Source: an optimization exercise on an open RTL-to-GDS flow (aim: small area, a short achievable clock period and few clock cycles). Production flows keep margins and buffers that such runs may drop.
The RTL was checked by simulation tests, not by an equivalence proof against the original design.
No activity file was given, so power comes from the tool's default toggle rates.

$ cat design/flow/run.sh
#!/bin/bash
# synth_recipe.tcl (not shown) runs the flow's synth.tcl, then flattens the netlist and writes it again
# the make line also repeats each setting of config.mk as NAME=value (left out here)
make -C /OpenROAD-flow-scripts/flow DESIGN_CONFIG=/design/flow/config.mk WORK_HOME=/design/flow/orfs CLKGATE_MAP_FILE= SYNTH_SCRIPT=/design/flow/synth_recipe.tcl finish
$ cat design/flow/config.mk
export PLATFORM = sky130hd
export DESIGN_NAME = sfsr
export DESIGN_NICKNAME = sfsr
export VERILOG_FILES = /design/flow/design.v
export SDC_FILE = /design/flow/constraint.sdc
export NUM_CORES = 4
export LEC_CHECK = 0
export CAP_MARGIN = 20
export CELL_PAD_IN_SITES_DETAIL_PLACEMENT = 1
export CELL_PAD_IN_SITES_GLOBAL_PLACEMENT = 2
export CORE_MARGIN = 2
export CORE_UTILIZATION = 45
export GPL_ROUTABILITY_DRIVEN = 1
export SETUP_SLACK_MARGIN = 3.0
export SLEW_MARGIN = 20
$ cat design/flow/constraint.sdc
create_clock -name core_clock -period 8.0 [get_ports {clk}]
set_input_delay 1.6000 -clock core_clock [delete_from_list [all_inputs] [get_ports {clk}]]
set_output_delay 1.6000 -clock core_clock [all_outputs]
set_load 0.01 [all_outputs]
$ cat design/flow/design.v
module sfsr (
    input  wire        clk,
    input  wire        rst,           
    input  wire        bus_valid,
    input  wire        bus_write,
    input  wire [1:0]  bus_size,      
    input  wire [14:0] bus_addr,
    input  wire [31:0] bus_wdata,
    output wire        bus_ready,
    output wire        bus_err,
    output wire [31:0] bus_rdata
);
    localparam ACC_CAP     = 16;
    localparam Q_DEPTH     = 4;
    localparam Q_FRAME_MAX = 12;
    localparam PBUF_SIZE   = 16;
    localparam RBUF_SIZE   = 16;
    localparam TX_SIZE     = 16;
    localparam RX_SIZE     = 16;
    localparam [7:0] READY_BYTE = 8'hA5;
    localparam [7:0] BUSY_BYTE  = 8'h5A;
    localparam [7:0] POLL_BYTE  = 8'hC3;
    localparam [7:0] REQ_HDR  = 8'hAA;
    localparam [7:0] REQ_TAIL = 8'h55;
    localparam [7:0] RSP_HDR  = 8'hAB;
    localparam [7:0] RSP_TAIL = 8'h54;
    localparam FK = 2;                        
    localparam [2:0] RC_OK = 3'd0, RC_ARG = 3'd1, RC_FRAME = 3'd2,
                     RC_ALLOC = 3'd3, RC_RANGE = 3'd4, RC_PARITY = 3'd5;
    localparam [7:0] OP_FEED = 8'h10, OP_ACK = 8'h11,
                     OP_PUSH = 8'h20, OP_POP = 8'h21, OP_COUNT = 8'h22,
                     OP_CSTATUS = 8'h30, OP_PREPARE = 8'h31, OP_PREPARE_RSP = 8'h32,
                     OP_VALREQ = 8'h40, OP_VALRSP = 8'h41,
                     OP_PCALC_BYTE = 8'h50, OP_PCHK_BYTE = 8'h51, OP_PSET_BYTE = 8'h52,
                     OP_PCALC_BIT = 8'h54, OP_PCHK_BIT = 8'h55, OP_PSET_BIT = 8'h56,
                     OP_PCALC_NONE = 8'h58, OP_PCHK_NONE = 8'h59, OP_PSET_NONE = 8'h5A,
                     OP_GET16 = 8'h60, OP_GET32 = 8'h61, OP_PUT16 = 8'h62, OP_PUT32 = 8'h63;
    reg [8*ACC_CAP-1:0]             acc;
    reg [8*RX_SIZE-1:0]             rxbuf;
    reg [8*PBUF_SIZE-1:0]           pbuf;
    reg [8*RBUF_SIZE-1:0]           rbuf;
    reg [8*TX_SIZE-1:0]             txbuf;
    reg [8*Q_DEPTH*Q_FRAME_MAX-1:0] qdata;      
    reg [4*Q_DEPTH-1:0]             qlen;       
    reg [1:0]                       q_head;
    reg [2:0]                       q_count;    
    reg        phase;                           
    reg [4:0]  acc_len;                         
    reg [4:0]  feed_pos, feed_end;              
    reg [3:0]  dsp_type;                        
    reg [4:0]  dsp_len;
    reg [15:1] hen;                             
    reg [4:0]  rx_off;
    reg [4:0]  pbuf_len;
    reg [4:0]  rsp_len;
    reg [4:0]  tx_len;
    reg [31:0] result;
    reg [2:0]  rc;
    reg        seqerr, illcmd;
    reg [31:0] data_reg;
    reg        busy;                            
    reg        done_q;                          
    function [7:0] byte16(input [127:0] buf16, input [3:0] i);
        byte16 = buf16[i*8 +: 8];
    endfunction
    function legal_op(input [7:0] op);
        case (op)
            OP_FEED, OP_ACK, OP_PUSH, OP_POP, OP_COUNT, OP_CSTATUS, OP_PREPARE,
            OP_PREPARE_RSP, OP_VALREQ, OP_VALRSP, OP_PCALC_BYTE, OP_PCHK_BYTE,
            OP_PSET_BYTE, OP_PCALC_BIT, OP_PCHK_BIT, OP_PSET_BIT, OP_PCALC_NONE,
            OP_PCHK_NONE, OP_PSET_NONE, OP_GET16, OP_GET32, OP_PUT16, OP_PUT32:
                legal_op = 1'b1;
            default: legal_op = 1'b0;
        endcase
    endfunction
    function [4:0] clamp16(input [15:0] w);
        clamp16 = (w > 16'd16) ? 5'd16 : w[4:0];
    endfunction
    wire [11:0] woff    = bus_addr[11:0];
    wire [3:0]  wi      = bus_addr[3:0];
    wire [2:0]  region  = bus_addr[14:12];
    wire        win_in  = (woff[11:4] == 8'd0);
    wire        is_csr_region = (bus_addr[14:8] == 7'd0);
    wire [7:0]  csr_off = bus_addr[7:0];
    wire        csr_reserved = (csr_off == 8'h3C) || (csr_off >= 8'h74);
    reg admitted;
    always @(*) begin
        admitted = 1'b0;
        if (is_csr_region)
            admitted = (bus_size == 2'd2) && (csr_off[1:0] == 2'b00) && !csr_reserved;
        else if (bus_size == 2'd0) begin
            case (region)
                3'd1, 3'd2, 3'd3, 3'd4, 3'd5: admitted = win_in;
                3'd6: admitted = 1'b1;
                default: admitted = 1'b0;
            endcase
        end
    end
    reg [31:0] csr_rd;
    always @(*) begin
        case (csr_off[6:2])
            5'd1:  csr_rd = result;
            5'd2:  csr_rd = {22'd0, illcmd, seqerr, 3'd0, phase, 1'b0, rc};
            5'd3:  csr_rd = {29'd0, q_count};
            5'd4:  csr_rd = {27'd0, acc_len};
            5'd5:  csr_rd = {27'd0, pbuf_len};
            5'd6:  csr_rd = {27'd0, rsp_len};
            5'd7:  csr_rd = {27'd0, tx_len};
            5'd8:  csr_rd = data_reg;
            5'd9:  csr_rd = {27'd0, rx_off};
            5'd10: csr_rd = {27'd0, feed_pos};
            5'd11: csr_rd = {27'd0, feed_end};
            5'd12: csr_rd = {28'd0, dsp_type};
            5'd13: csr_rd = {27'd0, dsp_len};
            5'd16: csr_rd = {16'd0, hen, 1'b0};
            5'd24: csr_rd = {Q_DEPTH[15:0], ACC_CAP[15:0]};
            5'd25: csr_rd = {15'd0, 1'b0, Q_FRAME_MAX[15:0]};
            5'd26: csr_rd = {8'd0, POLL_BYTE, BUSY_BYTE, READY_BYTE};
            5'd27: csr_rd = {RBUF_SIZE[15:0], PBUF_SIZE[15:0]};
            5'd28: csr_rd = {RX_SIZE[15:0], TX_SIZE[15:0]};
            default: csr_rd = 32'd0;    
        endcase
    end
    wire       dfr_ok = phase && win_in && ({1'b0, wi} < dsp_len);
    reg [7:0]  win_rd;
    always @(*) begin
        case (region)
            3'd1: win_rd = byte16(pbuf, wi);
            3'd2: win_rd = byte16(rbuf, wi);
            3'd3: win_rd = byte16(txbuf, wi);
            3'd4: win_rd = byte16(rxbuf, wi);
            3'd5: win_rd = byte16(acc, wi);
            3'd6: win_rd = dfr_ok ? byte16(acc, wi) : 8'd0;
            default: win_rd = 8'd0;
        endcase
    end
    assign bus_err   = !admitted;
    assign bus_rdata = (region == 3'd0) ? csr_rd : {24'd0, win_rd};
    wire        go      = bus_valid && !busy && admitted;
    wire        go_wr   = go && bus_write;
    wire        csr_wr  = go_wr && (region == 3'd0);
    wire [4:0]  csr_i   = csr_off[6:2];
    wire        win_wr  = go_wr && (region != 3'd0) && win_in;
    wire [7:0]  w_op = bus_wdata[31:24];
    wire [7:0]  w_b  = bus_wdata[23:16];
    wire [15:0] w_n  = bus_wdata[15:0];
    wire        cmd      = csr_wr && (csr_i == 5'd0);
    wire        legal    = legal_op(w_op);
    wire        refused  = phase ? (w_op == OP_FEED || w_op == OP_POP ||
                                    w_op == OP_PREPARE || w_op == OP_PREPARE_RSP)
                                 : (w_op == OP_ACK);
    wire        ex       = cmd && legal && !refused;
    wire        op_feed  = (w_op == OP_FEED);
    wire        op_ack   = (w_op == OP_ACK);
    wire        op_push  = (w_op == OP_PUSH);
    wire        op_pop   = (w_op == OP_POP);
    wire        op_prep  = (w_op == OP_PREPARE) || (w_op == OP_PREPARE_RSP);
    wire        op_val   = (w_op == OP_VALREQ) || (w_op == OP_VALRSP);
    wire        op_par   = (w_op[7:4] == 4'h5) && (w_op[3:2] != 2'b11) && (w_op[1:0] != 2'b11);
    wire        op_get   = (w_op == OP_GET16) || (w_op == OP_GET32);
    wire        op_put   = (w_op == OP_PUT16) || (w_op == OP_PUT32);
    wire        op_w32   = w_op[0];            
    wire        n_hi0    = (w_n[15:5] == 11'd0);
    wire [5:0]  n_lo     = {1'b0, w_n[4:0]};
    wire [5:0]  feed_sum = {1'b0, rx_off} + n_lo;
    wire        feed_fit = n_hi0 && (feed_sum <= 6'd16);
    wire        loop_go  = busy || (go && cmd && ex && ((op_feed && feed_fit) || op_ack));
    wire        from_pos = busy || phase;
    wire [4:0]  c_pos    = from_pos ? feed_pos : rx_off;
    wire [4:0]  c_len0   = (!busy && phase) ? 5'd0 : acc_len;
    function routable(input [7:0] t);
        routable = (t[7:4] == 4'd0) && (t[3:0] != 4'd0) && hen[t[3:0]];
    endfunction
    wire [3:0]  c_pos1  = c_pos[3:0] + 4'd1;
    wire [7:0]  rx_odd  = byte16(rxbuf, {c_pos[3:1], 1'b1});
    wire [7:0]  rx_even = byte16(rxbuf, {c_pos1[3:1], 1'b0});
    reg [FK:0]  c_v;                  
    reg [7:0]   c_b   [0:FK-1];
    reg [4:0]   c_lenj[0:FK];         
    reg [FK:0]  c_stop;               
    reg         c_r1;
    reg [127:0] acc_nx;
    reg [4:0]   c_cnt;                
    reg [4:0]   c_lenf;               
    integer j, k;
    always @(*) begin
        for (j = 0; j <= FK; j = j + 1)
            c_v[j] = from_pos ? ({1'b0, feed_pos} + j < {1'b0, feed_end})
                              : (!n_hi0 || (n_lo > j));
        c_r1      = routable(byte16(acc, 4'd1));
        c_lenj[0] = c_len0;
        c_stop[0] = 1'b0;
        acc_nx    = acc;
        c_cnt     = 5'd0;
        for (j = 0; j < FK; j = j + 1) begin
            c_b[j]      = (c_pos[0] ^ j[0]) ? rx_odd : rx_even;
            c_lenj[j+1] = c_lenj[j];
            c_stop[j+1] = c_stop[j];
            if (c_v[j] && !c_stop[j]) begin
                c_cnt = j + 1;
                for (k = 0; k < 16; k = k + 1)
                    if (c_lenj[j][3:0] == k) acc_nx[k*8 +: 8] = c_b[j];
                if (c_lenj[j] == 5'd1) c_r1 = routable(c_b[j]);
                if (c_lenj[j] == 5'd0)
                    c_lenj[j+1] = (c_b[j] == REQ_HDR) ? 5'd1 : 5'd0;
                else if (c_lenj[j] >= 5'd3 && c_b[j] == REQ_TAIL) begin
                    if (c_r1) begin
                        c_stop[j+1] = 1'b1;
                        c_lenj[j+1] = c_lenj[j] + 5'd1;
                    end else
                        c_lenj[j+1] = 5'd0;
                end else if (c_lenj[j] == 5'd15)
                    c_lenj[j+1] = 5'd0;
                else
                    c_lenj[j+1] = c_lenj[j] + 5'd1;
            end
        end
        c_lenf = c_lenj[FK];
    end
    wire c_disp = c_stop[FK];
    wire c_all  = !c_v[FK];           
    wire c_done = c_disp || c_all;
    wire   ack_all   = ({1'b0, feed_pos} + FK >= {1'b0, feed_end});
    wire   cmd_addr  = bus_write && (bus_addr == 15'd0) && (bus_size == 2'd2);
    wire   feed_wait = (w_op == OP_FEED) && !phase && !(n_hi0 && (n_lo <= FK));
    wire   ack_wait  = (w_op == OP_ACK) && phase && !ack_all;
    assign bus_ready = busy ? (done_q || c_all) : !(cmd_addr && (feed_wait || ack_wait));
    wire [16:0] n_plus1 = {1'b0, w_n} + 17'd1;
    wire [16:0] n_plus2 = {1'b0, w_n} + 17'd2;
    wire [16:0] n_plus4 = {1'b0, w_n} + 17'd4;
    wire [3:0]  n4      = w_n[3:0];
    wire [1:0]  push_slot = q_head + q_count[1:0];
    wire [3:0]  head_len  = qlen[q_head*4 +: 4];
    wire        push_arg  = (pbuf_len == 5'd0);
    wire        push_ok   = !push_arg && !(q_count == 3'd4 || pbuf_len > 5'd12);
    wire        pop_arg   = (w_n > 16'd16);
    wire        pop_empty = (q_count == 3'd0);
    wire        pop_range = ({12'd0, head_len} > w_n);
    wire        pop_ok    = !pop_arg && !pop_empty && !pop_range;
    wire [95:0] head_data = qdata[q_head*96 +: 96];
    wire        b_valid    = (w_b == READY_BYTE) || (w_b == BUSY_BYTE);
    wire        prep_rp    = (w_op == OP_PREPARE_RSP) && (rsp_len != 5'd0);
    wire        prep_unrec = (w_n == 16'd0) || (w_n > 16'd16) || !b_valid ||
                             (prep_rp && ({11'd0, rsp_len} > w_n));
    wire [4:0]  prep_n     = (w_n > 16'd16) ? 5'd16 : w_n[4:0];
    wire        fill_rsp   = prep_rp && !prep_unrec;
    wire [8:0]  prep_res   = prep_unrec ? 9'h003 :
                             prep_rp    ? 9'h102 :
                             (w_b == READY_BYTE) ? 9'h000 : 9'h001;
    wire        val_arg  = (w_n < 16'd4) || ({11'd0, pbuf_len} < w_n);
    wire        val_req  = (w_op == OP_VALREQ);
    wire [3:0]  n_m1     = n4 - 4'd1;
    reg  [15:0] tail_eq;
    always @(*)
        for (j = 0; j < 16; j = j + 1)
            tail_eq[j] = (pbuf[j*8+1 +: 7] == 7'h2A) && (pbuf[j*8] == val_req);
    wire        val_bad  = (byte16(pbuf, 4'd0) != (val_req ? REQ_HDR : RSP_HDR)) ||
                           (byte16(pbuf, 4'd1) != w_b) ||
                           !tail_eq[n_m1];
    wire        par_ok = (w_b != 8'd0) && (w_n > {8'd0, w_b}) && (n_plus1 < {12'd0, pbuf_len});
    reg [7:0]   par_x;
    always @(*) begin
        par_x = 8'd0;
        for (j = 1; j < 14; j = j + 1)
            if (w_b[3:0] >= j) par_x = par_x ^ byte16(pbuf, j[3:0]);
    end
    wire        par_p   = ^par_x;
    reg  [7:0]  lane_b [0:3];
    reg  [1:0]  lane_m;
    always @(*)
        for (j = 0; j < 4; j = j + 1) begin
            lane_m    = n4[3:2] + ((j < n4[1:0]) ? 2'd1 : 2'd0);
            lane_b[j] = byte16(pbuf, {lane_m, j[1:0]});
        end
    wire [7:0]  pb_n    = lane_b[n4[1:0]];
    wire [7:0]  pb_n1   = lane_b[n4[1:0] + 2'd1];
    wire [7:0]  pb_n2   = lane_b[n4[1:0] + 2'd2];
    wire [7:0]  pb_n3   = lane_b[n4[1:0] + 2'd3];
    wire [1:0]  par_kind = w_op[3:2];           
    wire [1:0]  par_act  = w_op[1:0];           
    wire        par_bad  = (par_act == 2'd1) &&
                           ((par_kind == 2'd0) ? (pb_n != par_x) : (pb_n[0] != par_p));
    wire [7:0]  par_val  = (par_kind == 2'd0) ? par_x : {7'd0, par_p};
    wire        gp_arg = op_w32 ? (n_plus4 > {12'd0, pbuf_len}) : (n_plus2 > {12'd0, pbuf_len});
    wire [31:0] get_v  = op_w32 ? {pb_n, pb_n1, pb_n2, pb_n3} : {16'd0, pb_n, pb_n1};
    wire [3:0]  put_base = op_w32 ? n4 : (n4 - 4'd2);
    wire wr_pb = win_wr && (region == 3'd1);
    wire wr_rb = win_wr && (region == 3'd2);
    wire wr_rx = win_wr && (region == 3'd4);
    wire ex_put  = ex && op_put && !gp_arg;
    wire ex_pset = ex && op_par && par_ok && (par_act == 2'd2) && (par_kind != 2'd2);
    wire ex_pop  = ex && op_pop && pop_ok;
    wire ex_push = ex && op_push && push_ok;
    wire ex_prep = ex && op_prep;
    reg  [7:0]  pb_lane [0:3];
    reg  [1:0]  dl;
    wire [7:0]  pset_v = (par_kind == 2'd0) ? par_x : {pb_n[7:1], par_p};
    always @(*)
        for (j = 0; j < 4; j = j + 1) begin
            dl = j[1:0] - put_base[1:0];
            pb_lane[j] = wr_pb  ? bus_wdata[7:0] :
                         ex_put ? data_reg[(3 - dl)*8 +: 8] : pset_v;
        end
    reg [127:0] pbuf_nx, rbuf_nx, txbuf_nx, rxbuf_nx;
    reg [3:0]   d;
    always @(*) begin
        pbuf_nx  = pbuf;
        rbuf_nx  = rbuf;
        txbuf_nx = txbuf;
        rxbuf_nx = rxbuf;
        for (j = 0; j < 16; j = j + 1) begin
            d = j[3:0] - put_base;
            if ((wr_pb && wi == j) || (ex_put && (d[3:2] == 2'b00) && (op_w32 || d[1])) ||
                (ex_pset && n4 == j))
                pbuf_nx[j*8 +: 8] = pb_lane[j % 4];
            if (wr_rb && wi == j)
                rbuf_nx[j*8 +: 8] = bus_wdata[7:0];
            else if (j < 12 && ex_pop && j < head_len)
                rbuf_nx[j*8 +: 8] = head_data[(j % 12)*8 +: 8];
            if (ex_prep && j < prep_n)
                txbuf_nx[j*8 +: 8] = (fill_rsp && j < rsp_len) ? rbuf[j*8 +: 8] : w_b;
            if (wr_rx && wi == j)
                rxbuf_nx[j*8 +: 8] = bus_wdata[7:0];
        end
    end
    always @(posedge clk) begin
        if (rst) begin
            acc       <= 0;
            rxbuf     <= 0;
            pbuf      <= 0;
            rbuf      <= 0;
            txbuf     <= 0;
            qdata     <= 0;
            qlen      <= 0;
            q_head    <= 0;
            q_count   <= 0;
            phase     <= 0;
            acc_len   <= 0;
            feed_pos  <= 0;
            feed_end  <= 0;
            dsp_type  <= 0;
            dsp_len   <= 0;
            hen       <= 0;
            rx_off    <= 0;
            pbuf_len  <= 0;
            rsp_len   <= 0;
            tx_len    <= 0;
            result    <= 0;
            rc        <= 0;
            seqerr    <= 0;
            illcmd    <= 0;
            data_reg  <= 0;
            busy      <= 0;
            done_q    <= 0;
        end else begin
            pbuf  <= pbuf_nx;
            rbuf  <= rbuf_nx;
            txbuf <= txbuf_nx;
            rxbuf <= rxbuf_nx;
            if (ex_push) begin
                qdata[push_slot*96 +: 96] <= pbuf[95:0];
                qlen[push_slot*4 +: 4]    <= pbuf_len[3:0];
            end
            if (busy && done_q) begin
                busy     <= 1'b0;
                done_q   <= 1'b0;
            end else if (ex && op_feed && !feed_fit && !(n_hi0 && (n_lo <= FK))) begin
                busy     <= 1'b1;
                done_q   <= 1'b1;
            end else if (loop_go) begin
                done_q   <= c_disp && !c_all;
                acc      <= acc_nx;
                feed_pos <= c_pos + c_cnt;
                if (!from_pos) feed_end <= feed_sum[4:0];
                acc_len  <= c_lenf;
                phase    <= c_disp;
                busy     <= !c_all;
                rc       <= RC_OK;
                result   <= {31'd0, c_disp};
                if (c_disp) begin
                    dsp_type <= acc_nx[11:8];
                    dsp_len  <= c_lenf;
                end
            end
            if (csr_wr) begin
                case (csr_i)
                    5'd2: begin
                        if (bus_wdata[8]) seqerr <= 1'b0;
                        if (bus_wdata[9]) illcmd <= 1'b0;
                    end
                    5'd5:  pbuf_len <= clamp16(bus_wdata[15:0]);
                    5'd6:  rsp_len  <= clamp16(bus_wdata[15:0]);
                    5'd8:  data_reg <= bus_wdata;
                    5'd9:  rx_off   <= clamp16(bus_wdata[15:0]);
                    5'd16: hen      <= bus_wdata[15:1];
                    5'd0: begin
                        if (!legal)
                            illcmd <= 1'b1;
                        else if (refused)
                            seqerr <= 1'b1;
                        else if (!(op_feed && feed_fit) && !op_ack) begin
                            rc     <= RC_OK;
                            result <= 32'd0;
                            if (op_feed)
                                rc <= RC_ARG;
                            else if (op_push) begin
                                if (push_arg)      rc <= RC_ARG;
                                else if (!push_ok) rc <= RC_ALLOC;
                                else begin
                                    q_count <= q_count + 3'd1;
                                    result  <= {29'd0, q_count + 3'd1};
                                end
                            end else if (op_pop) begin
                                if (pop_arg)
                                    rc <= RC_ARG;
                                else if (pop_empty)
                                    rsp_len <= 5'd0;
                                else if (pop_range) begin
                                    rsp_len <= 5'd0;
                                    rc      <= RC_RANGE;
                                end else begin
                                    rsp_len <= {1'b0, head_len};
                                    q_head  <= q_head + 2'd1;
                                    q_count <= q_count - 3'd1;
                                    result  <= {28'd0, head_len};
                                end
                            end else if (w_op == OP_COUNT)
                                result <= {29'd0, q_count};
                            else if (w_op == OP_CSTATUS)
                                result <= ({13'd0, q_count} >= w_n) ? {24'd0, BUSY_BYTE}
                                                                   : {24'd0, READY_BYTE};
                            else if (op_prep) begin
                                tx_len <= prep_n;
                                result <= {23'd0, prep_res};
                            end else if (op_val) begin
                                if (val_arg)      rc <= RC_ARG;
                                else if (val_bad) rc <= RC_FRAME;
                            end else if (op_par) begin
                                if (par_kind != 2'd2) begin
                                    if (!par_ok)      rc <= RC_ARG;
                                    else if (par_bad) rc <= RC_PARITY;
                                    else              result <= {24'd0, par_val};
                                end
                            end else if (op_get) begin
                                if (gp_arg) rc <= RC_ARG;
                                else        result <= get_v;
                            end else if (op_put) begin
                                if (gp_arg) rc <= RC_ARG;
                            end
                        end
                    end
                    default: ;
                endcase
            end
        end
    end
endmodule
==> out/results.ini, run 1 <==
[synthesis]
postSynthCellCount = 8693
synth_area_um2 = 70800
synth_most_common_cell = nor2_1
synth-simple-area-share_pct = 18.0
synthTopCellsByArea = dfxtp_1, mux2i_1, nor2_1, mux4_2, a21oi_1
yosys_register_bits = 1176
async_reset_ff_share_pct = 0
ys_warn_count = 5
seq_area_frac_synth_pct = 33.2
synth_xor_area_share_pct = 1.95
synthMuxAreaShare_pct = 17.3
synth_top_family_by_area = compound AO/OA/AOI/OAI gates
synth_top_area_share_pct = 33.2
synthAdderAreaFrac_pct = 2.19
yosys-top-cells-count = nor2_1, dfxtp_1, a21oi_1, clkbuf_1, mux2i_1
ys_types = 108
yosysTopAreaCell = dfxtp_1
avgSynthCellArea_um2 = 8.15
synth_compound_area_share_pct = 22.2
syn_nets = 8869
ys.flop_type = dfxtp_1
synth_edf_count = 0

[die]
dieArea_um2 = 161000
rows = 145
ios = 87
initial_core_util_pct = 45.3
die_h_um = 401
die_w_um = 401
core_area_um2 = 156000

[worst_hold_path]
hold_path_depth = 2
hp-start = feed_end[4]$_SDFFE_PP0P_
hold_class = flop to flop
whs_endpoint = feed_end[4]$_SDFFE_PP0P_

[sta]
fin_crit_sh_pct = 70.8
holdWs_ns = 0.464
rsz0062_at_grt = yes
relSlewSlack_pct = 24.4
setup_viol = 0
worst_slack_ns = 2.34
tightest_slew_ns = 1.13
maxSlewViolCount = 0
finClkSkew_ns = 0.0532
hold_viol = 0
layout_min_cycle_time_ns = 5.66
finalSetupTns_ns = 0
max_freq_mhz = 177

[grt]
overflow = 0
antenna_found_initial = 47
grt.total_usage_pct = 48.3
grt_max_degree = 223
grt_pass1_wl_um = 565000
grt_pass1_vias = 74900

[routing]
dr.pass1.iters = 11
wl_per_cell_um = 38.7
vias_per_cell = 7.27
vias = 80200
drc = 0
drt_wl_total_um = 427000
antenna_left = 0
drt_iter0_drc = 11800

[clock_network]
insertion_delay_ns = 0.82
clk_pin_slew_ns = 0.06
cts_root_buffer = clkbuf_16
htreeDepth = 4
cts_hold_buffers = 0
cts_tree = built
clockBufferDepth = 3
clock-sinks = 1176
cts-buffers-inserted = 143

[critical_path]
cp_top_family = compound AO/OA/AOI/OAI gates
crit_path_end_kind = flop
rrSetupSlack_ns = 2.34
cp.required_ns = 8.69
arrival_ns = 6.36
slowest_stage = mux4_2
reg2reg_to = dsp_len[0]$_SDFFE_PP0P_
path_max_fanout = 8
max_stage_delay_ns = 0.63
r2r-start = phase$_SDFFE_PP0P_
worstSetupPathType = flop to flop
startpoint_type = flop
crit_buf_inv = 4
worstRegToRegCells = 21
path_cells = o21a_4, nor2_4, clkinvlp_4, ha_4, buf_12, buf_4, mux4_2, o221a_4, a2111o_1, or3_4, o211ai_1, a21boi_2, a21oi_4, inv_4, ha_4, a2111oi_4, a21oi_4, mux2i_4, nand2_2, o21a_1, a221oi_2

[place]
gp_congestion = 1.00
io_buffers = 86
dp_hpwl_um = 276000
pre_cts_ws_ns = -0.201

[finish]
num-fill-cells = 17600
final_util_pct = 57.3
regMostFlops = qdata
seq_area_um2 = 23600
multi_input_area_um2 = 49300
largest_reg_flops = 384
nNetsFinal = 9019
layout-drive-gt1-share_pct = 24.3
syn2layout_area_growth_pct = 26.4

[power_and_ir_drop]
switching_share_pct = 27.3
power_frac_comb_pct = 9.0
p_int_mw = 10.2
seqPwrFrac_pct = 41.6
clockPowerShare_pct = 49.4
ir_drop_mv = 0.223
powerDensity_nw_per_um2 = 157
leakagePower_nw = 32.5
p_sw_mw = 3.85

[status]
status = no timing/DRC/antenna violations

[job]
cap_violations = 0

## worst register-to-register path, cell delays in order (launching register included)
cell	delay, ns
dfxtp_4	0.40
o21a_4	0.25
nor2_4	0.18
clkinvlp_4	0.17
ha_4	0.38
buf_12	0.13
buf_4	0.13
mux4_2	0.63
o221a_4	0.37
a2111o_1	0.49
or3_4	0.38
o211ai_1	0.17
a21boi_2	0.26
a21oi_4	0.08
inv_4	0.13
ha_4	0.19
a2111oi_4	0.06
a21oi_4	0.27
mux2i_4	0.31
nand2_2	0.10
o21a_1	0.25
a221oi_2	0.24
## worst max-delay path by stage
stage	start	endpoint	slack, ns	cells past startpoint
final	phase$_SDFFE_PP0P_	dsp_len[0]$_SDFFE_PP0P_	2.34	21
after global routing	phase$_SDFFE_PP0P_	dsp_len[0]$_SDFFE_PP0P_	2.31	25
after CTS	bus_addr[14]	bus_rdata[0]	2.39	12
after detailed placement	bus_addr[13]	bus_rdata[3]	-0.20	11
after global placement	bus_addr[13]	bus_rdata[3]	-0.17	11
after floorplan	phase$_SDFFE_PP0P_	dsp_type[3]$_SDFFE_PP0P_	1.98	32
## area by class of cell
cell class,instances,share of cell area (%)
multi-input cells,6593,55.1
flip-flops and latches,1176,26.3
repair buffers,829,9.77
clock buffers,200,4.59
well taps,2058,2.88
clock inverters,57,0.858
inverters,100,0.465
diodes,20,0.0559
## timing repair
item                                    4_1_cts  5_1_grt
gates cloned                                 24       36
endpoints found under the setup margin     1199     1118
pin swaps                                    99      258
buffers inserted                            172      227
resized for setup                           583      795
endpoints found under the hold margin         0        0
## layout by cell type, fill, tap and decap left out, types with 28 or more instances in the layout
cell type  Yosys  final
inv_1         91     74
dfxtp_1     1176   1167
o21ai_0      288    168
a22oi_1      453    435
nor2_1      1611   1532
clkbuf_16      0    159
o21ai_2        2     64
mux2_2        35     34
nor3_2         3     39
nor2_4         3     53
nand2b_1      45     34
a222oi_1      36     36
a211oi_1     224    193
nand3_2        0     42
o22ai_2        0     34
xor2_1        49     47
nand2_1      621    586
mux4_2       241    241
o31ai_1       40     32
a21oi_2        6    100
nor3_1       158     91
a31oi_1       60     50
nand3_1      217    165
buf_12         0     83
ha_1         121    106
xnor2_1       86     74
a22o_1        67     67
mux2i_1      637    599
buf_4          1    512
nor2_2         4     36
a21oi_4        1     31
nor2b_1       46     36
a21o_1        37     35
o21a_1        33     28
clkbuf_1     743     30
nor3_4         0     31
a21oi_1      794    670
buf_6          1    109
o21ai_1       13     51
o22ai_1      136    101
## cells by family (layout without fill, tap and decap cells)
logic type,count (synthesis),after routing
AO/OA/AOI/OAI,2420,2426
XOR/XNOR,144,144
adder cells (fa/ha/maj),123,123
buffers and inverters,952,1186
flip-flops,1176,1176
multiplexers,915,915
other,0,20
AND/OR/NAND/NOR,2963,2985
## routing by layer
metal	routed length (µm)	track usage, %	share of wire [%]	vias to the layer above
met5	503	0	0.12	-
met4	39900	34.7	9.3	54
met3	55600	13.3	13	1960
met2	177000	71.3	41	6053
met1	155000	60.5	36	40200
li1	-	-	-	32000
## per-stage QoR
| stage | instance area [µm²] | total power, mW | cells |
|---|---|---|---|
| after CTS | 83600 | 13.8 | 10800 |
| after global routing | 89500 | 14.3 | 11000 |
| after floorplan | 72700 | 6.52 | 8693 |
| final | 89500 | 14.1 | 11000 |
| after detailed placement | 74900 | 6.90 | 10300 |
| after global placement | 74900 | 6.89 | 10300 |
## power by group through the flow
stage | Clock (mW) | Combinational (mW) | Sequential [mW]
after floorplan | 0 | 0.532 | 5.98
after global placement | 0 | 0.908 | 5.98
after detailed placement | 0 | 0.918 | 5.98
after CTS | 6.91 | 1.08 | 5.85
after global routing | 7.15 | 1.27 | 5.85
final | 6.96 | 1.26 | 5.85
Testbench counts, summed over its fixed seeds: cycles 20,713.
==> run 2: changes to the inputs <==
--- a/design/flow/design.v
+++ b/design/flow/design.v
@@ -60,6 +60,9 @@
     reg [31:0] data_reg;
     reg        busy;                            
     reg        done_q;                          
+    reg [4:0]  cpos_q;
+    reg [3:0]  clen_q;
+    reg [4:0]  rem;
     function [7:0] byte16(input [127:0] buf16, input [3:0] i);
         byte16 = buf16[i*8 +: 8];
     endfunction
@@ -166,8 +169,9 @@
     wire        feed_fit = n_hi0 && (feed_sum <= 6'd16);
     wire        loop_go  = busy || (go && cmd && ex && ((op_feed && feed_fit) || op_ack));
     wire        from_pos = busy || phase;
-    wire [4:0]  c_pos    = from_pos ? feed_pos : rx_off;
-    wire [4:0]  c_len0   = (!busy && phase) ? 5'd0 : acc_len;
+    wire [4:0]  c_pos    = cpos_q;
+    wire [4:0]  c_len0   = {1'b0, clen_q};
+    wire [4:0]  c_rem    = from_pos ? rem : w_n[4:0];    
     function routable(input [7:0] t);
         routable = (t[7:4] == 4'd0) && (t[3:0] != 4'd0) && hen[t[3:0]];
     endfunction
@@ -185,8 +189,7 @@
     integer j, k;
     always @(*) begin
         for (j = 0; j <= FK; j = j + 1)
-            c_v[j] = from_pos ? ({1'b0, feed_pos} + j < {1'b0, feed_end})
-                              : (!n_hi0 || (n_lo > j));
+            c_v[j] = from_pos ? (rem > j) : (!n_hi0 || (n_lo > j));
         c_r1      = routable(byte16(acc, 4'd1));
         c_lenj[0] = c_len0;
         c_stop[0] = 1'b0;
@@ -220,34 +223,32 @@
     wire c_disp = c_stop[FK];
     wire c_all  = !c_v[FK];           
     wire c_done = c_disp || c_all;
-    wire   ack_all   = ({1'b0, feed_pos} + FK >= {1'b0, feed_end});
+    wire   ack_all   = (rem <= FK);
     wire   cmd_addr  = bus_write && (bus_addr == 15'd0) && (bus_size == 2'd2);
     wire   feed_wait = (w_op == OP_FEED) && !phase && !(n_hi0 && (n_lo <= FK));
     wire   ack_wait  = (w_op == OP_ACK) && phase && !ack_all;
     assign bus_ready = busy ? (done_q || c_all) : !(cmd_addr && (feed_wait || ack_wait));
-    wire [16:0] n_plus1 = {1'b0, w_n} + 17'd1;
-    wire [16:0] n_plus2 = {1'b0, w_n} + 17'd2;
-    wire [16:0] n_plus4 = {1'b0, w_n} + 17'd4;
+    wire        n_gt16  = !n_hi0 || (n_lo > 6'd16);
     wire [3:0]  n4      = w_n[3:0];
     wire [1:0]  push_slot = q_head + q_count[1:0];
     wire [3:0]  head_len  = qlen[q_head*4 +: 4];
     wire        push_arg  = (pbuf_len == 5'd0);
     wire        push_ok   = !push_arg && !(q_count == 3'd4 || pbuf_len > 5'd12);
-    wire        pop_arg   = (w_n > 16'd16);
+    wire        pop_arg   = n_gt16;
     wire        pop_empty = (q_count == 3'd0);
-    wire        pop_range = ({12'd0, head_len} > w_n);
+    wire        pop_range = n_hi0 && ({2'd0, head_len} > n_lo);
     wire        pop_ok    = !pop_arg && !pop_empty && !pop_range;
     wire [95:0] head_data = qdata[q_head*96 +: 96];
     wire        b_valid    = (w_b == READY_BYTE) || (w_b == BUSY_BYTE);
     wire        prep_rp    = (w_op == OP_PREPARE_RSP) && (rsp_len != 5'd0);
-    wire        prep_unrec = (w_n == 16'd0) || (w_n > 16'd16) || !b_valid ||
-                             (prep_rp && ({11'd0, rsp_len} > w_n));
-    wire [4:0]  prep_n     = (w_n > 16'd16) ? 5'd16 : w_n[4:0];
+    wire        prep_unrec = (n_hi0 && n_lo == 6'd0) || n_gt16 || !b_valid ||
+                             (prep_rp && ({1'b0, rsp_len} > n_lo));
+    wire [4:0]  prep_n     = n_gt16 ? 5'd16 : w_n[4:0];
     wire        fill_rsp   = prep_rp && !prep_unrec;
     wire [8:0]  prep_res   = prep_unrec ? 9'h003 :
                              prep_rp    ? 9'h102 :
                              (w_b == READY_BYTE) ? 9'h000 : 9'h001;
-    wire        val_arg  = (w_n < 16'd4) || ({11'd0, pbuf_len} < w_n);
+    wire        val_arg  = !n_hi0 || (n_lo < 6'd4) || ({1'b0, pbuf_len} < n_lo);
     wire        val_req  = (w_op == OP_VALREQ);
     wire [3:0]  n_m1     = n4 - 4'd1;
     reg  [15:0] tail_eq;
@@ -257,7 +258,8 @@
     wire        val_bad  = (byte16(pbuf, 4'd0) != (val_req ? REQ_HDR : RSP_HDR)) ||
                            (byte16(pbuf, 4'd1) != w_b) ||
                            !tail_eq[n_m1];
-    wire        par_ok = (w_b != 8'd0) && (w_n > {8'd0, w_b}) && (n_plus1 < {12'd0, pbuf_len});
+    wire        par_ok = (w_b != 8'd0) && n_hi0 && (w_b[7:5] == 3'd0) && ({1'b0, w_b[4:0]} < n_lo) &&
+                         (n_lo + 6'd1 < {1'b0, pbuf_len});
     reg [7:0]   par_x;
     always @(*) begin
         par_x = 8'd0;
@@ -281,7 +283,7 @@
     wire        par_bad  = (par_act == 2'd1) &&
                            ((par_kind == 2'd0) ? (pb_n != par_x) : (pb_n[0] != par_p));
     wire [7:0]  par_val  = (par_kind == 2'd0) ? par_x : {7'd0, par_p};
-    wire        gp_arg = op_w32 ? (n_plus4 > {12'd0, pbuf_len}) : (n_plus2 > {12'd0, pbuf_len});
+    wire        gp_arg = !n_hi0 || (n_lo + (op_w32 ? 6'd4 : 6'd2) > {1'b0, pbuf_len});
     wire [31:0] get_v  = op_w32 ? {pb_n, pb_n1, pb_n2, pb_n3} : {16'd0, pb_n, pb_n1};
     wire [3:0]  put_base = op_w32 ? n4 : (n4 - 4'd2);
     wire wr_pb = win_wr && (region == 3'd1);
@@ -352,6 +354,9 @@
             data_reg  <= 0;
             busy      <= 0;
             done_q    <= 0;
+            cpos_q    <= 0;
+            clen_q    <= 0;
+            rem       <= 0;
         end else begin
             pbuf  <= pbuf_nx;
             rbuf  <= rbuf_nx;
@@ -369,6 +374,9 @@
                 done_q   <= 1'b1;
             end else if (loop_go) begin
                 done_q   <= c_disp && !c_all;
+                rem      <= c_rem - c_cnt;
+                cpos_q   <= (c_disp || !c_all) ? (c_pos + c_cnt) : rx_off;
+                clen_q   <= c_disp ? 4'd0 : c_lenf[3:0];
                 acc      <= acc_nx;
                 feed_pos <= c_pos + c_cnt;
                 if (!from_pos) feed_end <= feed_sum[4:0];
@@ -391,7 +399,10 @@
                     5'd5:  pbuf_len <= clamp16(bus_wdata[15:0]);
                     5'd6:  rsp_len  <= clamp16(bus_wdata[15:0]);
                     5'd8:  data_reg <= bus_wdata;
-                    5'd9:  rx_off   <= clamp16(bus_wdata[15:0]);
+                    5'd9: begin
+                        rx_off <= clamp16(bus_wdata[15:0]);
+                        if (!phase) cpos_q <= clamp16(bus_wdata[15:0]);
+                    end
                     5'd16: hen      <= bus_wdata[15:1];
                     5'd0: begin
                         if (!legal)
@@ -427,7 +438,7 @@
                             end else if (w_op == OP_COUNT)
                                 result <= {29'd0, q_count};
                             else if (w_op == OP_CSTATUS)
-                                result <= ({13'd0, q_count} >= w_n) ? {24'd0, BUSY_BYTE}
+                                result <= (n_hi0 && {3'd0, q_count} >= n_lo) ? {24'd0, BUSY_BYTE}
                                                                    : {24'd0, READY_BYTE};
                             else if (op_prep) begin
                                 tx_len <= prep_n;
==> run 2 against run 1 <==
Net effect:
- now fails the layout checks on capacitance limit, slew limit
- via count down 2.2%
- clock power down 2%
- clock skew down 0.012 ns
- flip-flop and latch count up 14
- non-clock buffer count down 149
- sequential power up 1%
- first-iteration DRC count down 10%
- worst hold slack worse by 0.012 ns
- worst setup slack worse by 0.19 ns
- utilization down 2.8 points
- sequential share of layout area up 1.7 points
- critical path type is now primary input to output pin
==> out/results.ini, run 2 <==
[finish]
final_cells = 11100
final_util_pct = 54.5
layout-drive-gt1-share_pct = 19.5
final_area_um2 = 85100
regMostFlops = qdata
layout.cells.most_common = nand2_1
layout_common_cells = nand2_1, dfxtp_1, nor2_1, a21oi_1, mux2i_1
syn2layout_area_growth_pct = 20.6
nNetsFinal = 9102
largest_reg_flops = 384

[clock_network]
htreeDepth = 4
cts-buffers-inserted = 143
clockBufferDepth = 3
cts_tree = built
cts_root_buffer = clkbuf_16
clock-sinks = 1190
insertion_delay_ns = 0.84
clk_pin_slew_ns = 0.06
cts_hold_buffers = 0

[die]
die_h_um = 400
dieArea_um2 = 160000
die_w_um = 400
core_area_um2 = 156000
rows = 145
initial_core_util_pct = 45.2
ios = 87

[synthesis]
synth_top_family_by_area = compound AO/OA/AOI/OAI gates
seq_area_frac_synth_pct = 33.8
yosysTopAreaCell = dfxtp_1
synth-simple-area-share_pct = 20.7
yosys-top-cells-count = nand2_1, dfxtp_1, a21oi_1, nor2_1, clkbuf_1
ys.flop_type = dfxtp_1
synth_top_area_share_pct = 33.8
synth_most_common_cell = nand2_1
synth_xor_area_share_pct = 1.62
async_reset_ff_share_pct = 0
synthMuxAreaShare_pct = 16.0
synthTopCellsByArea = dfxtp_1, nand2_1, a21oi_1, mux4_2, mux2i_1
yosys_register_bits = 1190
ys_types = 112
postSynthCellCount = 8940
synth_compound_area_share_pct = 21.0
syn_nets = 9091
ys_warn_count = 5
synthAdderAreaFrac_pct = 1.81
avgSynthCellArea_um2 = 7.89
synth_area_um2 = 70600
synth_edf_count = 0

[sta]
max_freq_mhz = 171
finalSetupTns_ns = 0
relSlewSlack_pct = -8.99
holdWs_ns = 0.452
maxSlewViolCount = 2
finClkSkew_ns = 0.0410
hold_viol = 0
rsz0062_at_grt = yes
setup_viol = 0
layout_min_cycle_time_ns = 5.85
worst_slack_ns = 2.15
tightest_slew_ns = 1.62
fin_crit_sh_pct = 73.1

[critical_path]
crit_path_end_kind = output pin
r2r-start = cpos_q[3]$_SDFF_PP0_
reg2reg_to = dsp_len[1]$_SDFFE_PP0P_
path_max_fanout = 5
worstSetupPathType = primary input to output pin
startpoint_type = primary input
endpoint = bus_rdata[2]
worstSetupStartpoint = bus_addr[13]
rrSetupSlack_ns = 2.37
worstRegToRegCells = 17
cp.required_ns = 6.40
arrival_ns = 4.25

[job]
cap_violations = 1

[routing]
vias_per_cell = 7.04
wl_per_cell_um = 36.8
drt_wl_total_um = 410000
vias = 78500
dr.pass1.iters = 7
drt_iter0_drc = 10600
drc = 0
antenna_left = 0

[grt]
antenna_found_initial = 45
grt_pass1_wl_um = 563000
grt_pass1_vias = 74800
grt.total_usage_pct = 48.9
overflow = 0
grt_max_degree = 200

[status]
so_faults = capacitance limit, slew limit
status = complete, but fails checks

[place]
numPlacedInstances = 10600
io_buffers = 86
pre_cts_ws_ns = 0.241
gp_congestion = 1.01
dp_hpwl_um = 277000
detailed_place.area_um2 = 74100

[power_and_ir_drop]
ir_drop_mv = 0.243
powerDensity_nw_per_um2 = 163
finalPower_mw = 13.9
leakagePower_nw = 29.6

[worst_hold_path]
hold_class = flop to flop

run 2: cell count changes after synthesis, sizes merged, moves of 30 or more:
cell	previous run	this run
a21oi	801	1139
clkbuf	743	687
mux2i	638	480
o21ai	304	203
a22oi	455	235
mux2	36	79
nor2	1618	1104
buf	109	139
nand3	217	178
nand2	622	1593
a31oi	60	95
run 2: worst min-delay path by stage:
| stage | cells past startpoint | slack [ns] | start | endpoint |
|---|---|---|---|---|
| 3_3_place_gp | 2 | 0.43 | qdata[221]$_SDFFE_PP0P_ | qdata[221]$_SDFFE_PP0P_ |
| 3_5_place_dp | 2 | 0.44 | qdata[371]$_SDFFE_PP0P_ | qdata[371]$_SDFFE_PP0P_ |
| 6_report | 2 | 0.45 | qdata[118]$_SDFFE_PP0P_ | qdata[118]$_SDFFE_PP0P_ |
| 2_1_floorplan | 2 | 0.42 | result[1]$_SDFF_PP0_ | result[1]$_SDFF_PP0_ |
| 5_1_grt | 2 | 0.47 | qdata[382]$_SDFFE_PP0P_ | qdata[382]$_SDFFE_PP0P_ |
| 4_1_cts | 2 | 0.45 | qdata[286]$_SDFFE_PP0P_ | qdata[286]$_SDFFE_PP0P_ |
run 2: cell type report:
| type | count | area, µm² |
|---|---|---|
| timing repair inverter | 1 | 8.76 |
| sequential | 1190 | 23800 |
| inverter | 90 | 393 |
| multi-input combinational | 6845 | 46600 |
| clock inverter | 40 | 483 |
| clock buffer | 218 | 4310 |
| tap | 2058 | 2570 |
| fill | 18200 | 70900 |
| timing repair buffer | 680 | 6880 |
| antenna | 24 | 60.1 |
run 2: cell families after synthesis:
logic type / Yosys count
XOR/XNOR: 112
buffers and inverters: 916
AND/OR/NAND/NOR: 3427
flip-flops: 1190
adder cells (fa/ha/maj): 100
multiplexers: 807
AO/OA/AOI/OAI: 2388
run 2: worst max-delay path, cell delays in order:
cell and delay (ns):
buf_8 0.11, buf_8 0.12, nor2b_4 0.13, buf_6 0.11, buf_12 0.13, and2_4 0.21, buf_4 0.14, a22o_1 0.23
a211oi_1 0.28, a21oi_2 0.13, a31oi_1 0.23, a21oi_2 0.13, a221o_1 0.48, buf_2 0.18
run 2: where the power goes:
| group | switching, mW | internal [mW] |
|---|---|---|
| clock network | 2.92 | 3.93 |
| registers | 0.000298 | 5.92 |
| logic | 0.778 | 0.348 |
run 2: timing repair:
| action | 4_1_cts | 5_1_grt |
|---|---|---|
| endpoints found under the setup margin | 1176 | 586 |
| resized for setup | 575 | 270 |
| pin swaps | 121 | 125 |
| setup buffers | 161 | 104 |
| gates cloned | 26 | 9 |
run 2: routing by layer:
layer	up-vias	wire (µm)	track usage (%)	part of all wire, %
met5	-	404	0	0.099
met4	34	38400	37.3	9.4
met3	1621	49900	15.4	12
met2	5340	171000	71.3	42
met1	39300	151000	60.1	37
li1	32100	-	-	-
Testbench counts of run 2, summed over its fixed seeds: cycles 20,713.
==> run 3: changes to the inputs <==
--- a/design/flow/design.v
+++ b/design/flow/design.v
@@ -63,6 +63,7 @@
     reg [4:0]  cpos_q;
     reg [3:0]  clen_q;
     reg [4:0]  rem;
+    reg [4:0]  room;                            
     function [7:0] byte16(input [127:0] buf16, input [3:0] i);
         byte16 = buf16[i*8 +: 8];
     endfunction
@@ -166,7 +167,7 @@
     wire        n_hi0    = (w_n[15:5] == 11'd0);
     wire [5:0]  n_lo     = {1'b0, w_n[4:0]};
     wire [5:0]  feed_sum = {1'b0, rx_off} + n_lo;
-    wire        feed_fit = n_hi0 && (feed_sum <= 6'd16);
+    wire        feed_fit = n_hi0 && (w_n[4:0] <= room);
     wire        loop_go  = busy || (go && cmd && ex && ((op_feed && feed_fit) || op_ack));
     wire        from_pos = busy || phase;
     wire [4:0]  c_pos    = cpos_q;
@@ -178,51 +179,49 @@
     wire [3:0]  c_pos1  = c_pos[3:0] + 4'd1;
     wire [7:0]  rx_odd  = byte16(rxbuf, {c_pos[3:1], 1'b1});
     wire [7:0]  rx_even = byte16(rxbuf, {c_pos1[3:1], 1'b0});
-    reg [FK:0]  c_v;                  
-    reg [7:0]   c_b   [0:FK-1];
-    reg [4:0]   c_lenj[0:FK];         
-    reg [FK:0]  c_stop;               
-    reg         c_r1;
-    reg [127:0] acc_nx;
-    reg [4:0]   c_cnt;                
-    reg [4:0]   c_lenf;               
     integer j, k;
+    wire [7:0]  c_b0 = c_pos[0] ? rx_odd : rx_even;
+    wire [7:0]  c_b1 = c_pos[0] ? rx_even : rx_odd;
+    wire        c_v0 = from_pos ? (rem != 5'd0) : !(n_hi0 && n_lo == 6'd0);
+    wire        c_v1 = from_pos ? (rem > 5'd1)  : !(n_hi0 && n_lo <= 6'd1);
+    wire        c_all = from_pos ? (rem <= 5'd2) : (n_hi0 && n_lo <= 6'd2);
+    wire        c_r1 = routable(acc[15:8]);
+    wire [3:0]  L0   = clen_q;
+    wire [4:0]  L0p1 = {1'b0, L0} + 5'd1;
+    wire [4:0]  L0p2 = {1'b0, L0} + 5'd2;
+    wire        a0 = (c_b0 == REQ_HDR), t0 = (c_b0 == REQ_TAIL);
+    wire        a1 = (c_b1 == REQ_HDR), t1 = (c_b1 == REQ_TAIL);
+    wire        z0    = (L0 == 4'd0);
+    wire        ge3_0 = (L0 >= 4'd3);
+    wire        tail0 = ge3_0 && t0;
+    wire        disp0 = c_v0 && tail0 && c_r1;
+    wire        one1  = z0 && a0;                                    
+    wire        inc1  = !z0 && !(tail0 && !c_r1) && (tail0 || L0 != 4'd15);   
+    wire        run1  = c_v1 && !disp0;
+    wire        ge3_1 = (L0 >= 4'd2);
+    wire        tail1 = inc1 && ge3_1 && t1;
+    wire        disp1 = run1 && tail1 && c_r1;
+    reg  [4:0]  len2;
     always @(*) begin
-        for (j = 0; j <= FK; j = j + 1)
-            c_v[j] = from_pos ? (rem > j) : (!n_hi0 || (n_lo > j));
-        c_r1      = routable(byte16(acc, 4'd1));
-        c_lenj[0] = c_len0;
-        c_stop[0] = 1'b0;
-        acc_nx    = acc;
-        c_cnt     = 5'd0;
-        for (j = 0; j < FK; j = j + 1) begin
-            c_b[j]      = (c_pos[0] ^ j[0]) ? rx_odd : rx_even;
-            c_lenj[j+1] = c_lenj[j];
-            c_stop[j+1] = c_stop[j];
-            if (c_v[j] && !c_stop[j]) begin
-                c_cnt = j + 1;
-                for (k = 0; k < 16; k = k + 1)
-                    if (c_lenj[j][3:0] == k) acc_nx[k*8 +: 8] = c_b[j];
-                if (c_lenj[j] == 5'd1) c_r1 = routable(c_b[j]);
-                if (c_lenj[j] == 5'd0)
-                    c_lenj[j+1] = (c_b[j] == REQ_HDR) ? 5'd1 : 5'd0;
-                else if (c_lenj[j] >= 5'd3 && c_b[j] == REQ_TAIL) begin
-                    if (c_r1) begin
-                        c_stop[j+1] = 1'b1;
-                        c_lenj[j+1] = c_lenj[j] + 5'd1;
-                    end else
-                        c_lenj[j+1] = 5'd0;
-                end else if (c_lenj[j] == 5'd15)
-                    c_lenj[j+1] = 5'd0;
-                else
-                    c_lenj[j+1] = c_lenj[j] + 5'd1;
-            end
-        end
-        c_lenf = c_lenj[FK];
+        if (one1)                     len2 = 5'd2;
+        else if (!inc1)               len2 = a1 ? 5'd1 : 5'd0;
+        else if (tail1)               len2 = c_r1 ? L0p2 : 5'd0;
+        else if (L0 == 4'd14)         len2 = 5'd0;
+        else                          len2 = L0p2;
     end
-    wire c_disp = c_stop[FK];
-    wire c_all  = !c_v[FK];           
-    wire c_done = c_disp || c_all;
+    wire [4:0]  len1  = one1 ? 5'd1 : inc1 ? L0p1 : 5'd0;
+    wire        c_disp = disp0 || disp1;
+    wire [1:0]  c_cnt  = !c_v0 ? 2'd0 : run1 ? 2'd2 : 2'd1;
+    wire [4:0]  c_lenf = !c_v0 ? {1'b0, L0} : run1 ? len2 : len1;
+    wire [4:0]  c_dlen = disp0 ? L0p1 : L0p2;                        
+    reg  [15:0] acc_w0, acc_w1;
+    always @(*)
+        for (j = 0; j < 16; j = j + 1) begin
+            acc_w0[j] = c_v0 && (L0 == j);
+            acc_w1[j] = run1 && (one1 ? (j == 1) : inc1 ? (j != 0 && L0 == j - 1) : (j == 0));
+        end
+    wire [4:0]  pos_next = (c_cnt == 2'd2) ? c_pos + 5'd2 : (c_cnt == 2'd1) ? c_pos + 5'd1 : c_pos;
+    wire [4:0]  rem_next = c_rem - {3'd0, c_cnt};
     wire   ack_all   = (rem <= FK);
     wire   cmd_addr  = bus_write && (bus_addr == 15'd0) && (bus_size == 2'd2);
     wire   feed_wait = (w_op == OP_FEED) && !phase && !(n_hi0 && (n_lo <= FK));
@@ -285,7 +284,8 @@
     wire [7:0]  par_val  = (par_kind == 2'd0) ? par_x : {7'd0, par_p};
     wire        gp_arg = !n_hi0 || (n_lo + (op_w32 ? 6'd4 : 6'd2) > {1'b0, pbuf_len});
     wire [31:0] get_v  = op_w32 ? {pb_n, pb_n1, pb_n2, pb_n3} : {16'd0, pb_n, pb_n1};
-    wire [3:0]  put_base = op_w32 ? n4 : (n4 - 4'd2);
+    wire [1:0]  put_base = {n4[1] ^ !op_w32, n4[0]};
+    wire [15:0] n_oh     = 16'd1 << n4;
     wire wr_pb = win_wr && (region == 3'd1);
     wire wr_rb = win_wr && (region == 3'd2);
     wire wr_rx = win_wr && (region == 3'd4);
@@ -299,7 +299,7 @@
     wire [7:0]  pset_v = (par_kind == 2'd0) ? par_x : {pb_n[7:1], par_p};
     always @(*)
         for (j = 0; j < 4; j = j + 1) begin
-            dl = j[1:0] - put_base[1:0];
+            dl = j[1:0] - put_base;
             pb_lane[j] = wr_pb  ? bus_wdata[7:0] :
                          ex_put ? data_reg[(3 - dl)*8 +: 8] : pset_v;
         end
@@ -311,9 +311,11 @@
         txbuf_nx = txbuf;
         rxbuf_nx = rxbuf;
         for (j = 0; j < 16; j = j + 1) begin
-            d = j[3:0] - put_base;
-            if ((wr_pb && wi == j) || (ex_put && (d[3:2] == 2'b00) && (op_w32 || d[1])) ||
-                (ex_pset && n4 == j))
+            if ((wr_pb && wi == j) ||
+                (ex_put && (n_oh[j] || (j >= 1 && n_oh[(j + 15) % 16]) ||
+                            (op_w32 && ((j >= 2 && n_oh[(j + 14) % 16]) ||
+                                        (j >= 3 && n_oh[(j + 13) % 16]))))) ||
+                (ex_pset && n_oh[j]))
                 pbuf_nx[j*8 +: 8] = pb_lane[j % 4];
             if (wr_rb && wi == j)
                 rbuf_nx[j*8 +: 8] = bus_wdata[7:0];
@@ -357,6 +359,7 @@
             cpos_q    <= 0;
             clen_q    <= 0;
             rem       <= 0;
+            room      <= 5'd16;
         end else begin
             pbuf  <= pbuf_nx;
             rbuf  <= rbuf_nx;
@@ -374,11 +377,13 @@
                 done_q   <= 1'b1;
             end else if (loop_go) begin
                 done_q   <= c_disp && !c_all;
-                rem      <= c_rem - c_cnt;
-                cpos_q   <= (c_disp || !c_all) ? (c_pos + c_cnt) : rx_off;
+                rem      <= rem_next;
+                cpos_q   <= (c_disp || !c_all) ? pos_next : rx_off;
                 clen_q   <= c_disp ? 4'd0 : c_lenf[3:0];
-                acc      <= acc_nx;
-                feed_pos <= c_pos + c_cnt;
+                feed_pos <= pos_next;
+                for (j = 0; j < 16; j = j + 1)
+                    if (acc_w0[j] || acc_w1[j])
+                        acc[j*8 +: 8] <= acc_w1[j] ? c_b1 : c_b0;
                 if (!from_pos) feed_end <= feed_sum[4:0];
                 acc_len  <= c_lenf;
                 phase    <= c_disp;
@@ -386,8 +391,8 @@
                 rc       <= RC_OK;
                 result   <= {31'd0, c_disp};
                 if (c_disp) begin
-                    dsp_type <= acc_nx[11:8];
-                    dsp_len  <= c_lenf;
+                    dsp_type <= acc[11:8];
+                    dsp_len  <= c_dlen;
                 end
             end
             if (csr_wr) begin
@@ -401,6 +406,7 @@
                     5'd8:  data_reg <= bus_wdata;
                     5'd9: begin
                         rx_off <= clamp16(bus_wdata[15:0]);
+                        room   <= 5'd16 - clamp16(bus_wdata[15:0]);
                         if (!phase) cpos_q <= clamp16(bus_wdata[15:0]);
                     end
                     5'd16: hen      <= bus_wdata[15:1];
==> run 3 against run 2 <==
Net effect:
- the run now finishes clean
- utilization shrank 1.3 points
- global-route usage is 2.4 points lower
- worst hold slack better by 0.0043 ns
- critical path depth rose by 2
- clock skew is 0.0039 ns higher
- combinational power shrank 9%
- wire length decreased by 10%
- via count shrank 10%
- maximum frequency is 3.5% higher
- sequential power is essentially flat
- die area shrank 4.0%
- synthesized cell count decreased by 9.9%
==> out/results.ini, run 3 <==
[synthesis]
postSynthCellCount = 8053
syn_nets = 8190
synthTopCellsByArea = dfxtp_1, mux2i_1, nor2_1, mux4_2, a22oi_1
ys_warn_count = 3
yosysTopAreaCell = dfxtp_1
seq_area_frac_synth_pct = 35.3
ys_types = 104
ys.flop_type = dfxtp_1
yosys_register_bits = 1194
avgSynthCellArea_um2 = 8.41
async_reset_ff_share_pct = 0
yosys-top-cells-count = nor2_1, dfxtp_1, a21oi_1, clkbuf_1, mux2i_1
synth_edf_count = 0
synth_most_common_cell = nor2_1
synth_area_um2 = 67700
synth_top_area_share_pct = 35.3

[sta]
maxSlewViolCount = 0
finalSetupTns_ns = 0
rsz0062_at_grt = yes
hold_viol = 0
setup_viol = 0
relSlewSlack_pct = 19.7
layout_min_cycle_time_ns = 5.65
holdWs_ns = 0.456
tightest_slew_ns = 1.20
finClkSkew_ns = 0.0450
max_freq_mhz = 177
fin_crit_sh_pct = 70.6

[clock_network]
insertion_delay_ns = 0.81
cts-buffers-inserted = 143
htreeDepth = 4
cts_root_buffer = clkbuf_16
clockBufferDepth = 3
cts_tree = built
clk_pin_slew_ns = 0.05
clock-sinks = 1194

[critical_path]
crit_path_end_kind = output pin
worstRegToRegCells = 10
startpoint_type = primary input
r2r-start = q_count[0]$_SDFFE_PP0P_
cp.required_ns = 6.40
reg2reg_to = qdata[8]$_SDFFE_PP0P_
worstSetupPathType = primary input to output pin
path_max_fanout = 6
arrival_ns = 4.05
rrSetupSlack_ns = 3.11

[routing]
vias_per_cell = 7.00
wl_per_cell_um = 36.6
drt_iter0_drc = 9239
dr.pass1.iters = 7
antenna_left = 0
drt_wl_total_um = 369000
drc = 0
vias = 70600

[worst_hold_path]
whs_endpoint = qdata[26]$_SDFFE_PP0P_
hp-start = qdata[26]$_SDFFE_PP0P_
hold_path_depth = 2
hold_class = flop to flop

[finish]
nNetsFinal = 8090
layout.cells.most_common = nor2_1
syn2layout_area_growth_pct = 17.6
layout_common_cells = nor2_1, dfxtp_1, a21oi_1
num-fill-cells = 17100
final_cells = 10100
layout-drive-gt1-share_pct = 16.8
largest_reg_flops = 384
final_area_um2 = 79600
regMostFlops = qdata

[die]
die_h_um = 392
die_w_um = 392
core_area_um2 = 150000
initial_core_util_pct = 45.3
rows = 142
ios = 87
dieArea_um2 = 154000

[power_and_ir_drop]
ir_drop_mv = 0.209
leakagePower_nw = 27.5
powerDensity_nw_per_um2 = 173

[job]
cap_violations = 0

[grt]
grt_max_degree = 203
overflow = 0
antenna_found_initial = 37
grt_pass1_wl_um = 515000
grt_pass1_vias = 68200
grt.total_usage_pct = 46.5

[status]
status = no timing/DRC/antenna violations

[place]
dp_hpwl_um = 253000
gp_congestion = 0.978
detailed_place.area_um2 = 70700
numPlacedInstances = 9660
io_buffers = 86

run 3: metrics by stage:
step / setup slack [ns] / power (mW) / utilization, %
6_report: 2.35 / 13.8 / 53.2
5_1_grt: 2.37 / 14.1 / 53.2
4_1_cts: 2.47 / 13.7 / 52.5
3_5_place_dp: 0.620 / 6.90 / 47.3
3_3_place_gp: 0.675 / 6.88 / 47.2
2_1_floorplan: 2.94 / 6.57 / -
run 3: repair_timing:
action / 4_1_cts / 5_1_grt
gates cloned: 29 / 3
hold endpoints to repair: 0 / 0
pin swaps: 81 / 51
gates resized for setup: 500 / 163
buffers inserted: 93 / 39
setup endpoints to repair: 1051 / 378
hold buffers: 0 / 0
run 3: cells by family (layout without fill, tap and decap cells):
group	Yosys count	count (layout)	synth area share [%]
and+or+nand+nor	2703	2708	17.2
AOI/OAI and AO/OA	2186	2187	21.3
DFF	1194	1194	35.3
muxes	911	911	18.0
buffers and inverters	855	853	4.83
xor gates and xnor gates	119	119	1.71
adders and majority gates	85	85	1.60
other	0	14	0
run 3: power breakdown:
| group | switching (mW) | leakage [nW] | total (mW) | internal [mW] |
|---|---|---|---|---|
| registers | 0.00123 | 9.61 | 5.95 | 5.95 |
| logic | 0.715 | 15.5 | 1.03 | 0.318 |
| clock network | 2.85 | 2.32 | 6.82 | 3.97 |
| total | 3.56 | 27.5 | 13.8 | 10.2 |
run 3: layer usage:
metal	vias up	share of wire (%)	global-route usage [%]	routed length, µm
met5	-	0.051	0	187
met4	26	7.8	30.7	28700
met3	1213	12	13.9	43400
met2	4381	42	67.6	154000
met1	35800	39	59.6	143000
li1	29200	-	-	-
run 3: area by class of cell:
cell class | instances | area [µm²] | area share, %
multi-input combinational | 6010 | 42400 | 53.3
inverter | 70 | 289 | 0.363
antenna | 14 | 35.0 | 0.0440
tap | 2016 | 2520 | 3.17
sequential | 1194 | 23900 | 30.0
timing repair buffer | 534 | 5670 | 7.13
clock inverter | 40 | 617 | 0.775
clock buffer | 209 | 4160 | 5.22
run 3: how the worst max path moves through the flow:
stage,slack [ns],endpoint,cells after the start,from
after global placement,0.67,bus_rdata[0],13,bus_addr[14]
after detailed placement,0.62,bus_rdata[0],13,bus_addr[14]
after CTS,2.47,bus_rdata[6],15,bus_addr[12]
after global routing,2.37,bus_rdata[6],16,bus_addr[12]
final,2.35,bus_rdata[6],16,bus_addr[12]
after floorplan,2.94,bus_rdata[0],12,bus_addr[13]
run 3: critical path, cell delays in order:
cell      delay [ns]
buf_8           0.10
buf_12          0.13
nor2b_4         0.11
nor2b_4         0.21
buf_8           0.17
buf_12          0.13
buf_16          0.13
buf_6           0.10
a22o_1          0.13
a211oi_2        0.04
a21oi_2         0.27
a221oi_2        0.12
nor4_4          0.38
o21ai_2         0.15
nand2_1         0.12
buf_2           0.14
Testbench counts of run 3, summed over its fixed seeds: cycles 20,713.
==> run 4: changes to the inputs <==
==> design/flow/config.mk (replaced) <==
export PLATFORM = sky130hd
export DESIGN_NAME = sfsr
export DESIGN_NICKNAME = sfsr
export VERILOG_FILES = /design/flow/design.v
export SDC_FILE = /design/flow/constraint.sdc
export NUM_CORES = 4
export LEC_CHECK = 0
export CAP_MARGIN = 30
export CELL_PAD_IN_SITES_DETAIL_PLACEMENT = 1
export CELL_PAD_IN_SITES_GLOBAL_PLACEMENT = 2
export CORE_MARGIN = 2
export CORE_UTILIZATION = 45
export GPL_ROUTABILITY_DRIVEN = 1
export SETUP_SLACK_MARGIN = 3.0
export SLEW_MARGIN = 30
==> run 4 against run 3 <==
Net effect:
- clock power grew 1%
- clock skew is 0.0076 ns lower
- sequential share of layout area down 0.10 points
==> out/results.ini, run 4 <==
[status]
status = no timing/DRC/antenna violations

[die]
ios = 87
dieArea_um2 = 154000
die_h_um = 392
core_area_um2 = 150000
die_w_um = 392
rows = 142

[power_and_ir_drop]
ir_drop_mv = 0.207
leakagePower_nw = 27.6
powerDensity_nw_per_um2 = 174

[grt]
grt_pass1_vias = 67700
grt.total_usage_pct = 46.5
overflow = 0
antenna_found_initial = 38
grt_pass1_wl_um = 515000
grt_max_degree = 203

[sta]
holdWs_ns = 0.458
fin_crit_sh_pct = 69.7
maxSlewViolCount = 0
finClkSkew_ns = 0.0374
finalSetupTns_ns = 0
max_freq_mhz = 179
relSlewSlack_pct = 22.9
layout_min_cycle_time_ns = 5.58

[critical_path]
cp.required_ns = 6.40
worstSetupStartpoint = bus_addr[12]
startpoint_type = primary input
worstRegToRegCells = 17
cp_top_family = simple AND/OR/NAND/NOR gates
rrSetupSlack_ns = 3.21
r2r-start = cpos_q[1]$_SDFF_PP0_
endpoint = bus_rdata[3]
crit_path_end_kind = output pin
crit_buf_inv = 5
arrival_ns = 3.98
worstSetupPathType = primary input to output pin

[finish]
layout-drive-gt1-share_pct = 17.5
layout.cells.most_common = nor2_1
layout_common_cells = nor2_1, dfxtp_1, a21oi_1

[routing]
drc = 0
drt_wl_total_um = 370000
wl_per_cell_um = 36.7
dr.pass1.iters = 9
antenna_left = 0
vias = 70600
vias_per_cell = 6.99

[synthesis]
synth_top_area_share_pct = 35.3
synth_top_family_by_area = compound AO/OA/AOI/OAI gates
synth_compound_area_share_pct = 21.3
yosysTopAreaCell = dfxtp_1
synthAdderAreaFrac_pct = 1.60
synthTopCellsByArea = dfxtp_1, mux2i_1, nor2_1, mux4_2, a22oi_1
avgSynthCellArea_um2 = 8.41
synth_most_common_cell = nor2_1
ys.flop_type = dfxtp_1
synth_xor_area_share_pct = 1.71
synth-simple-area-share_pct = 17.2
seq_area_frac_synth_pct = 35.3
synth_area_um2 = 67700

[clock_network]
clockBufferDepth = 3
insertion_delay_ns = 0.80
cts-buffers-inserted = 143
cts_root_buffer = clkbuf_16
clock-sinks = 1194
clk_pin_slew_ns = 0.05
cts_tree = built
htreeDepth = 4

[job]
cap_violations = 0

[worst_hold_path]
hold_class = flop to flop

[place]
gp_congestion = 0.978
dp_hpwl_um = 254000

==> run 4: worst min path at each step <==
stage                                      from                    end  slack [ns]  cells past startpoint
after detailed placement  result[31]$_SDFF_PP0_  result[31]$_SDFF_PP0_        0.45                      2
after global placement    qdata[4]$_SDFFE_PP0P_  qdata[4]$_SDFFE_PP0P_        0.44                      2
after floorplan            result[4]$_SDFF_PP0_   result[4]$_SDFF_PP0_        0.42                      2
after CTS                 result[31]$_SDFF_PP0_  result[31]$_SDFF_PP0_        0.46                      2
final                     qdata[2]$_SDFFE_PP0P_  qdata[2]$_SDFFE_PP0P_        0.46                      2
after global routing      qdata[2]$_SDFFE_PP0P_  qdata[2]$_SDFFE_PP0P_        0.47                      2
==> run 4: final cells by class <==
cell class / instances / area [µm²]
fill: 17100 / 69700
multi-input combinational: 6009 / 42600
sequential: 1194 / 23900
timing repair buffer: 542 / 5710
clock buffer: 212 / 4150
tap: 2016 / 2520
clock inverter: 44 / 682
inverter: 70 / 289
antenna: 13 / 32.5
==> run 4: logic make-up (layout without fill, tap and decap cells) <==
logic type	Yosys count	in the layout
XOR/XNOR	119	119
AO/OA/AOI/OAI	2186	2187
adder cells (fa/ha/maj)	85	85
other	0	13
AND/OR/NAND/NOR	2703	2707
flip-flops	1194	1194
buffers and inverters	855	868
multiplexers	911	911
==> run 4: worst min-delay path: cells and delay by family, from the launching register on <==
| family | cells | cell delay, ns |
|---|---|---|
| compound gates | 1 | 0.05 |
| flops | 1 | 0.31 |
| simple gates | 1 | 0.05 |
==> run 4: layer usage <==
layer	up-vias	wire length, µm	GRT usage, %
met4	38	27900	29.8
met3	1219	44600	14.9
li1	29200	-	-
met1	35700	142000	58.9
met5	-	273	0
met2	4437	156000	67.8
==> run 4: repair_timing <==
item,CTS,global route
setup endpoints to repair,1030,373
cloned,24,8
resized for setup,478,208
buffers inserted,88,50
hold buffers,0,0
pin swaps,83,48
==> run 4: through the flow <==
step / power, mW / area (µm²) / utilization (%) / setup slack (ns) / instances
2_1_floorplan: 6.57 / 68000 / - / 2.94 / 8053
3_3_place_gp: 6.88 / 70700 / 47.2 / 0.675 / 9659
3_5_place_dp: 6.90 / 70800 / 47.3 / 0.588 / 9661
4_1_cts: 13.8 / 78500 / 52.5 / 2.45 / 10000
5_1_grt: 14.2 / 79900 / 53.4 / 2.39 / 10100
6_report: 13.9 / 79900 / 53.4 / 2.42 / 10100
==> run 4: report_power, final <==
part           switching (mW)  internal [mW]
clock                    2.87           4.03
sequential            0.00122           5.95
combinational           0.718          0.321

separate check: timing with driven ports:
How much do the figures lean on ideal ports? The routed layouts below were timed once more, with nothing changed but the port constraints. Step 1: set_driving_cell puts a clkbuf_16 on clk and a buf_2 on each other input, an assumption about the parent block. Step 2 also shifts input and output timing later by t, the mid clock arrival at the registers, as if the neighbouring blocks saw the same clock. a / b / c = ideal ports / drivers / drivers and shift; a / b = the first two.
run	shift t [ns]	setup WS [ns]
run 1	0.881	2.339 / 2.033 / 1.677
run 2	0.908	2.152 / 2.107 / 1.754
run 3	0.877	2.350 / 2.282 / 2.093
run 4	0.879	2.424 / 2.169 / 2.079
